From an optimization exercise on the open Yosys and OpenROAD flow, aimed at small area; shortcuts taken in it are not production practice.
Only simulation tests tie the RTL to the original design; equivalence was not proved.
No driver is modelled on the clock port, so clocking that relies on it looks cheaper here than on a real chip.
Power figures rest on the tool's default switching activity, not on a simulated workload.

Setup of run 1:
==> flow/design.v (excerpt) <==
module bc211_core (
    input  wire        clk,
    input  wire        rst,
    input  wire [7:0]  cfg_debounce_n,
    input  wire        cfg_notify_en,
    input  wire        tick,
    input  wire        stop,
    input  wire [31:0] now,
    output reg         hid_open,
    input  wire        hid_open_done,
    input  wire        hid_open_ok,
    output reg         hid_close,
    output wire        tx_valid,
    output reg  [7:0]  tx_data,
    output wire        tx_last,
    input  wire        tx_ready,
    input  wire        tx_done,
    input  wire [1:0]  tx_status,
    output reg         rx_req,
    input  wire        rx_valid,
    input  wire [7:0]  rx_data,
    input  wire        rx_timeout,
    output wire [50:0] snap,        
    output wire [5:0]  err,         
    output wire [2:0]  link_sst,
    output wire        link_rc,
    output wire [2:0]  link_bst,
    output wire [5:0]  ev_valid,
    output wire [17:0] ev_prev,
    output wire [17:0] ev_new,
    output wire [31:0] ev_ts,
    output wire [5:0]  nt_valid,
    output wire [17:0] nt_summary
);
Settings: LEC_CHECK=0, CAP_MARGIN=20, CORE_MARGIN=2, CORE_UTILIZATION=40, CTS_BUF_LIST=sky130_fd_sc_hd__clkbuf_8, CTS_CLUSTER_DIAMETER=100, CTS_CLUSTER_SIZE=40, SLEW_MARGIN=20; clock period 10.0 ns.
standard.sh (not shown) runs the stock make flow with config.mk's settings and CLKGATE_MAP_FILE= SYNTH_SCRIPT=/design/flow/synth_recipe.tcl, a recipe that flattens the netlist after the stock synthesis.
==> flow/flow/run.sh <==
#!/bin/bash
# Standard layout, with the port buffers made from the smallest buffer cell
# (resizing still upsizes any that timing or slew needs).
set -euo pipefail
bash standard.sh synth > synth.log 2>&1
export BUFFER_PORTS_ARGS="-buffer_cell sky130_fd_sc_hd__buf_1"
bash standard.sh finish > finish.log 2>&1
Run 1: PASS, flow complete, no timing, DRC or antenna violations
diff inputs: run 1 => run 2
# run 1
export LEC_CHECK = 0
export CAP_MARGIN = 20
export CORE_MARGIN = 2
export CORE_UTILIZATION = 40
export CTS_BUF_LIST = sky130_fd_sc_hd__clkbuf_8
export CTS_CLUSTER_DIAMETER = 100
export CTS_CLUSTER_SIZE = 40
export SLEW_MARGIN = 20
create_clock -name core_clock -period 10.0 [get_ports {clk}]
# run 2
export LEC_CHECK = 0
export CAP_MARGIN = 20
export CORE_MARGIN = 2
export CORE_UTILIZATION = 40
export CTS_BUF_LIST = sky130_fd_sc_hd__clkbuf_8
export SLEW_MARGIN = 20
create_clock -name core_clock -period 10.0 [get_ports {clk}]
==> flow/flow/run.sh <==
#!/bin/bash
# The standard layout with three changes:
#  - synthesis maps the logic with an area-oriented ABC script (flow/area.abc);
#    the flip-flops and every other synthesis step are the standard ones;
#  - the port buffers are made from the smallest buffer cell (resizing still
#    upsizes any that timing or slew needs);
#  - the clock tree is built without dummy balancing loads.
set -euo pipefail
here=$PWD
sed "s#SYNTH_SCRIPT=[^ ]*#SYNTH_SCRIPT=$here/flow/synth_area.tcl#" standard.sh > area_standard.sh
grep -q "SYNTH_SCRIPT=$here/flow/synth_area.tcl" area_standard.sh
export AREA_ABC_SCRIPT=$here/flow/area.abc
export BUFFER_PORTS_ARGS="-buffer_cell sky130_fd_sc_hd__buf_1"
export CTS_ARGS="-sink_clustering_enable -repair_clock_nets -dont_use_dummy_load -buf_list sky130_fd_sc_hd__clkbuf_8"
bash area_standard.sh synth > synth.log 2>&1
bash area_standard.sh finish > finish.log 2>&1
==> flow/flow/area.abc (new file) <==
strash
dch -f
amap
mfs2
strash
dch -f
amap
mfs2
strash
dch -f
amap
topo
==> flow/flow/synth_area.tcl (new file) <==
# synth_recipe.tcl with one change: the technology mapping of the logic uses
# an area-oriented ABC script (flow/area.abc) in place of ORFS's speed script.
# Everything else, including the flip-flop mapping, is the standard synthesis.
proc synth {args} { yosys synth -nofsm -noshare {*}$args }
proc abc {args} {
  set i [lsearch -exact $args -script]
  if {$i >= 0} { lset args [expr {$i + 1}] $::env(AREA_ABC_SCRIPT) }
  yosys abc {*}$args
}
source $::env(SCRIPTS_DIR)/synth.tcl
# left out here: clear keep_hierarchy, flatten, clean up, hide names made inside functions, write 1_2_yosys.v
Results
Relative to run 1, share of the core filled with cells has increased by 0.70 points in run 2. Summary of run 2 over run 1: cell count after synthesis shrank by 82, placement row count went down 3, portion of total power attributed to the clock network shows a reduction of 5.6 points, via count fell 262, share of cell area taken by flip-flops and latches saw an increase. Taking run 1 as the reference point, the global routing usage on met3 of run 2 rises by 0.96 points. Total power of run 2 is lower than that of run 1. Relative to run 1, the synthesized area measured on run 2 has decreased by more than 10%. The power attributed to combinational cells of run 2 falls short of that of run 1 by about 3%. Weighted congestion reported at the end of routability-driven placement: run 2 higher than run 1.
The following lists how run 3 was set up differently from run 2:
==> flow/flow/run.sh <==
#!/bin/bash
# Standard layout, with the port buffers made from the smallest buffer cell
# (resizing still upsizes any that timing or slew needs) and a clock tree
# without the dummy balancing loads.
set -euo pipefail
bash standard.sh synth > synth.log 2>&1
export BUFFER_PORTS_ARGS="-buffer_cell sky130_fd_sc_hd__buf_1"
export CTS_ARGS="-sink_clustering_enable -repair_clock_nets -dont_use_dummy_load -buf_list sky130_fd_sc_hd__clkbuf_8"
bash standard.sh finish > finish.log 2>&1
removed: flow/flow/area.abc
removed: flow/flow/synth_area.tcl
==> run summary <==
Run 3 vs. run 2: proportion of power drawn by combinational gates went up by 0.3 points. Measured against each other, run 3 and run 2 differ in non-clock buffer area fraction after layout, the lower figure coming from run 3. Re number of filler instances in the final layout: run 3 and run 2 aren't equal, and the lower value belongs to run 2.
> inputs changed (run 3 -> run 4)
diff --git a/flow/flow/run.sh b/flow/flow/run.sh
--- a/flow/flow/run.sh
+++ b/flow/flow/run.sh
@@ -7,3 +7,3 @@
 export BUFFER_PORTS_ARGS="-buffer_cell sky130_fd_sc_hd__buf_1"
-export CTS_ARGS="-sink_clustering_enable -repair_clock_nets -dont_use_dummy_load -buf_list sky130_fd_sc_hd__clkbuf_8"
+export CTS_ARGS="-sink_clustering_enable -repair_clock_nets -dont_use_dummy_load -buf_list sky130_fd_sc_hd__clkbuf_8 -sink_clustering_size 40 -sink_clustering_max_diameter 200 -sink_clustering_levels 1"
 bash standard.sh finish > finish.log 2>&1
--- outcome ---
- Run 4: no failed stages, no open violations at the end
- Die area: run 4 vs run 3 identical
- Re cell count: no difference whatsoever between run 4 and run 3.
- ~same utilization of the core after routing in run 3 and run 4
- As far as simple-gate share of the synthesized area is concerned, run 4 and run 3 perform about the same.
- The number of placed instances with taps included of run 4 and that of run 3 are within noise of each other.
- Non-clock buffer count came out exactly the same in run 3 and run 4.
- Final area of run 3 is on par with run 4.
- Comparing run 4 against run 3, there is no change at all in reported net switching power.
- Reported for run 3 and run 4, number of hold violations in the final report turned out identical to the last digit.
- Diff run 4..run 3 | core area | negligible
- Run 3 -> run 4: quantity of hold-fixing buffers added after cts delta 0, exact match
For run 5, these inputs were changed with respect to run 4:
==> flow/flow/run.sh <==
#!/bin/bash
# Standard layout, with the port buffers made from the smallest buffer cell
# (resizing still upsizes any that timing or slew needs).
set -euo pipefail
bash standard.sh synth > synth.log 2>&1
export BUFFER_PORTS_ARGS="-buffer_cell sky130_fd_sc_hd__buf_1"
bash standard.sh finish > finish.log 2>&1
==> comparison <==
Changes observed in run 5 relative to run 4: area growth from synthesis to final layout up 2.0 points; met1 wire length went up 2.0%. The layout sequential cell count on run 4 is in line with that on run 5. On global-route usage: run 5 sits above run 4.

* * *

Setup of old:
Another version of the RTL of bc211_core (not shown whole).
Size: ~800 cells after synthesis, ~160 flip-flops, ~240 I/O pins, ~7100 sq um of cells after synthesis.
Settings: LEC_CHECK=0, CAP_MARGIN=20, CORE_MARGIN=2, CORE_UTILIZATION=40, CTS_BUF_LIST=sky130_fd_sc_hd__clkbuf_8, SLEW_MARGIN=20; clock period 10.0 ns.
==> flow/flow/run.sh <==
#!/bin/bash
# The standard layout with three changes:
#  - synthesis leaves the adders to ABC and maps the logic with an
#    area-oriented ABC script (flow/area.abc); the flip-flops and every other
#    synthesis step are the standard ones (flow/synth_area.tcl);
#  - the port buffers are made from the smallest buffer cell (resizing still
#    upsizes any that timing or slew needs);
#  - the clock tree is two levels of buffers built by flow/clock_tree.tcl
#    before CTS, in place of TritonCTS's H-tree.
set -euo pipefail
here=$PWD
sed "s#SYNTH_SCRIPT=[^ ]*#SYNTH_SCRIPT=$here/flow/synth_area.tcl#" standard.sh > area_standard.sh
grep -q "SYNTH_SCRIPT=$here/flow/synth_area.tcl" area_standard.sh
export AREA_ABC_SCRIPT=$here/flow/area.abc
export BUFFER_PORTS_ARGS="-buffer_cell sky130_fd_sc_hd__buf_1"
export PRE_CTS_TCL=$here/flow/clock_tree.tcl
export CTS_ARGS="-clk_nets clk -dont_use_dummy_load -buf_list sky130_fd_sc_hd__clkbuf_8"
bash area_standard.sh synth > synth.log 2>&1
bash area_standard.sh finish > finish.log 2>&1
Other scripts of this flow, unchanged in this note and not shown: flow/flow/area.abc, flow/flow/clock_tree.tcl, flow/flow/synth_area.tcl
old finished every step from synthesis to the final layout, and the layout passed the timing, DRC and antenna checks.
--- input diff old..new ---
Settings: SLEW_MARGIN changed from 20 to 0; CAP_MARGIN changed from 20 to 0.
[summary]
The more densely filled core belongs to old, not new.
Between old and new, the switching portion of total power figures differ only marginally.
Of old and new, the run reporting the lower clock skew was new.
The final wirelength was comparable across old and new.
Summary of new over old: combinational share of power moved down, number of filler cells placed in the layout rose by 6, setup slack moved down.

* * *

Another version of the RTL of bc211_core (not shown whole).
Size: ~160 flip-flops.
export LEC_CHECK = 0
export CAP_MARGIN = 0
export CORE_MARGIN = 2
export CORE_UTILIZATION = 88
export CTS_BUF_LIST = sky130_fd_sc_hd__clkbuf_8
export SLEW_MARGIN = 0
create_clock -name core_clock -period 10.0 [get_ports {clk}]
==> flow/flow/area.abc <==
strash
dch -f
amap
mfs2
strash
dch -f
amap
mfs2
strash
dch -f
amap
mfs2
strash
dch -f
amap
mfs2
strash
dch -f
amap
topo
==> flow/flow/clock_tree.tcl <==
# Clock tree made before CTS (PRE_CTS_TCL): the clock port drives one root
# buffer, which drives 16 leaf buffers, each placed at the centre of a group
# of about ten flip-flops (the sinks split by recursive bisection along the
# longer side). Every register sees the same two buffers, so the tree is
# balanced; CTS then has no unbuffered clock net left to work on.
proc manual_clock_tree {K cell {root ""}} {
  set block [ord::get_db_block]
  set clknet [$block findNet clk]
  set sinks {}
  foreach it [$clknet getITerms] {
    set inst [$it getInst]
    set m [[$inst getMaster] getName]
    if {[$it isInputSignal] || [[$it getMTerm] getSigType] == "CLOCK" || [[$it getMTerm] getName] == "CLK"} {
      set loc [$inst getLocation]
      lappend sinks [list $it [lindex $loc 0] [lindex $loc 1]]
    }
  }
  # simple recursive bisection into K groups (K a power of two)
  set groups [list $sinks]
  while {[llength $groups] < $K} {
    set ng {}
    foreach g $groups {
      set xs [lmap s $g {lindex $s 1}]; set ys [lmap s $g {lindex $s 2}]
      set dx [expr {[tcl::mathfunc::max {*}$xs] - [tcl::mathfunc::min {*}$xs]}]
      set dy [expr {[tcl::mathfunc::max {*}$ys] - [tcl::mathfunc::min {*}$ys]}]
      set idx [expr {$dx >= $dy ? 1 : 2}]
      set gs [lsort -integer -index $idx $g]
      set h [expr {[llength $gs] / 2}]
      lappend ng [lrange $gs 0 [expr {$h - 1}]] [lrange $gs $h end]
    }
    set groups $ng
  }
  set master [[ord::get_db] findMaster $cell]
  set src $clknet
  if {$root != ""} {
    # one root buffer between the clock port and the cluster buffers
    set sx 0; set sy 0
    foreach s $sinks { incr sx [lindex $s 1]; incr sy [lindex $s 2] }
    set rb [odb::dbInst_create $block [[ord::get_db] findMaster $root] "clkbuf_manual_root"]
    set src [odb::dbNet_create $block "clk_manual_root"]
    $src setSigType CLOCK
    [$rb findITerm A] connect $clknet
    [$rb findITerm X] connect $src
    $rb setLocation [expr {$sx / [llength $sinks]}] [expr {$sy / [llength $sinks]}]
    $rb setPlacementStatus PLACED
  }
  set i 0
  foreach g $groups {
    set sx 0; set sy 0
    foreach s $g { incr sx [lindex $s 1]; incr sy [lindex $s 2] }
    set cx [expr {$sx / [llength $g]}]; set cy [expr {$sy / [llength $g]}]
    set buf [odb::dbInst_create $block $master "clkbuf_manual_$i"]
    set net [odb::dbNet_create $block "clk_manual_$i"]
    $net setSigType CLOCK
    foreach s $g { set it [lindex $s 0]; $it disconnect; $it connect $net }
    [$buf findITerm A] connect $src
    [$buf findITerm X] connect $net
    $buf setLocation $cx $cy
    $buf setPlacementStatus PLACED
    incr i
  }
  puts "manual clock tree: [llength $sinks] sinks in $K clusters of $cell"
}

# after manual_clock_tree: upsize any leaf buffer whose flip-flops see a slow clock edge
proc upsize_slow_leaves {limit bigcell} {
  set_propagated_clock [all_clocks]
  estimate_parasitics -placement
  set n 0
  foreach inst [get_cells clkbuf_manual_*] {
    if {[get_name $inst] == "clkbuf_manual_root"} { continue }
    set out [get_pins -of_objects $inst -filter "direction==output"]
    set net [get_nets -of_objects $out]
    set worst 0
    foreach p [get_pins -of_objects $net -filter "direction==input"] {
      set s [get_property $p slew_max]
      if {$s > $worst} { set worst $s }
    }
    if {$worst > $limit} {
      replace_cell $inst $bigcell
      incr n
    }
    puts "leaf [get_name $inst] worst clock slew $worst"
  }
  puts "upsized $n leaf buffers to $bigcell"
  unset_propagated_clock [all_clocks]
}

manual_clock_tree 16 sky130_fd_sc_hd__clkbuf_4 sky130_fd_sc_hd__clkbuf_16
upsize_slow_leaves 0.110 sky130_fd_sc_hd__clkbuf_8
Scripts as last shown in full above: flow/flow/run.sh
Other scripts of this flow, unchanged in this note and not shown: flow/flow/synth_area.tcl
The first run did not get past global placement without I/O.
Then changed:
==> flow/flow/area.abc (replaced) <==
strash
dch -f
amap
mfs2
strash
dch -f
amap
mfs2
strash
dch -f
amap
topo
--- a/flow/flow/clock_tree.tcl
+++ b/flow/flow/clock_tree.tcl
@@ -65,24 +64,0 @@
-# after manual_clock_tree: upsize any leaf buffer whose flip-flops see a slow clock edge
-proc upsize_slow_leaves {limit bigcell} {
-  set_propagated_clock [all_clocks]
-  estimate_parasitics -placement
-  set n 0
-  foreach inst [get_cells clkbuf_manual_*] {
-    if {[get_name $inst] == "clkbuf_manual_root"} { continue }
-    set out [get_pins -of_objects $inst -filter "direction==output"]
-    set net [get_nets -of_objects $out]
-    set worst 0
-    foreach p [get_pins -of_objects $net -filter "direction==input"] {
-      set s [get_property $p slew_max]
-      if {$s > $worst} { set worst $s }
-    }
-    if {$worst > $limit} {
-      replace_cell $inst $bigcell
-      incr n
-    }
-    puts "leaf [get_name $inst] worst clock slew $worst"
-  }
-  puts "upsized $n leaf buffers to $bigcell"
-  unset_propagated_clock [all_clocks]
-}
-
@@ -90 +65,0 @@
-upsize_slow_leaves 0.110 sky130_fd_sc_hd__clkbuf_8
Settings changed: CORE_UTILIZATION 88 to 40.
Result: The new run finished with timing, DRC and antenna clean; synthesized area is about the same; synthesized cell count stays flat.
Then changed:
==> flow/flow/area.abc (replaced) <==
strash
dch -f
amap
mfs2
strash
dch -f
amap
mfs2
strash
dch -f
amap
mfs2
strash
dch -f
amap
mfs2
strash
dch -f
amap
topo
--- a/flow/flow/clock_tree.tcl
+++ b/flow/flow/clock_tree.tcl
@@ -64,0 +65,24 @@
+# after manual_clock_tree: upsize any leaf buffer whose flip-flops see a slow clock edge
+proc upsize_slow_leaves {limit bigcell} {
+  set_propagated_clock [all_clocks]
+  estimate_parasitics -placement
+  set n 0
+  foreach inst [get_cells clkbuf_manual_*] {
+    if {[get_name $inst] == "clkbuf_manual_root"} { continue }
+    set out [get_pins -of_objects $inst -filter "direction==output"]
+    set net [get_nets -of_objects $out]
+    set worst 0
+    foreach p [get_pins -of_objects $net -filter "direction==input"] {
+      set s [get_property $p slew_max]
+      if {$s > $worst} { set worst $s }
+    }
+    if {$worst > $limit} {
+      replace_cell $inst $bigcell
+      incr n
+    }
+    puts "leaf [get_name $inst] worst clock slew $worst"
+  }
+  puts "upsized $n leaf buffers to $bigcell"
+  unset_propagated_clock [all_clocks]
+}
+
@@ -65,0 +90 @@
+upsize_slow_leaves 0.110 sky130_fd_sc_hd__clkbuf_8
Settings changed: CORE_UTILIZATION 40 to 80.
- The changed run went through all stages and came out clean
- area after synthesis hardly moves
- core utilization increases by 44 points
- global-route usage goes up by 20 points
- via count rose by 11%
- worst hold slack improved by 8.0 ps
- design area decreases by 2.0%
- flip-flop and latch count is unchanged
- final cell count goes down by 9.9%
- routed wire length went up by 3.6%
- power is lower by 1.1%
- die area drops by 49%
Then changed:
==> flow/flow/area.abc (replaced) <==
strash
dch -f
amap
mfs2
strash
dch -f
amap
mfs2
strash
dch -f
amap
topo
Settings changed: CORE_UTILIZATION 80 to 40.
Result: The changed run completed with no timing, DRC or antenna violations. Synthesized cell count stays flat. Power is higher by 3.4%. Clock power goes up by about 11%. Worst setup slack loses 320 ps. Final cell count rose by about 11%. Area after synthesis hardly moves. Worst hold slack gets worse by 27 ps. Sequential power came out higher by about 1%. Via count came out lower by 9.9%.
Then changed:
==> flow/flow/area.abc (replaced) <==
strash
dch -f
amap
mfs2
strash
dch -f
amap
mfs2
strash
dch -f
amap
mfs2
strash
dch -f
amap
mfs2
strash
dch -f
amap
topo
Settings changed: CORE_UTILIZATION 40 to 60.
The changed run completed without violations.
Routed wire length fell by a few percent.
Final area is lower slightly.
Power shrinks by a few percent.
Sequential power drops slightly.
Clock power decreases by a few percent.
Register-to-register slack is better by 150 ps.
Hold slack improves by 27 ps.
Sequential cell count stays the same.
Worst setup slack improves by 350 ps.
Critical path depth drops by 9.
Combinational power came out lower by a few percent.

separate check: timing with driven ports:
In the flow no input, the clock included, has a driving cell. The finished layouts below were timed again as built, in two steps. Step 1: set_driving_cell puts a clkbuf_16 on clk and a buf_2 on each other input, an assumption about the parent block. Step 2 adds t to the input delays and takes it off the output delays; t is the mean of the earliest and latest rising clock arrival at the registers after step 1. Input paths then give back, and output paths get back, about the clock's delay inside the block. a / b / c = no drivers / after step 1 / after step 2; a / b = the first two.
run	t, ns	slack for setup (ns)	latest minus earliest clock arrival (ns)
run 1	0.484	4.959 / 4.919 / 5.378	0.023 / 0.023
run 2	0.484	4.981 / 4.981 / 4.888	0.032 / 0.032
run 3	0.471	5.032 / 4.990 / 5.371	0.041 / 0.041
run 4	0.471	5.032 / 4.990 / 5.371	0.041 / 0.041
run 5	0.484	4.959 / 4.919 / 5.378	0.023 / 0.023
old	0.436	5.021 / 4.996 / 4.787	0.017 / 0.018
new	0.438	4.639 / 4.659 / 4.221	0.015 / 0.015
the second run of note 3	0.432	4.603 / 4.626 / 4.194	0.027 / 0.027
the third run of note 3	0.419	4.872 / 4.831 / 4.627	0.013 / 0.013
the fourth run of note 3	0.429	4.555 / 4.577 / 4.147	0.040 / 0.041
the fifth run of note 3	0.408	4.908 / 4.885 / 4.525	0.037 / 0.037
After both steps setup and hold are still met in every run listed. The setup slack of new, which loses most, moves by +0.020 ns with the drivers and by -0.418 ns with both steps.
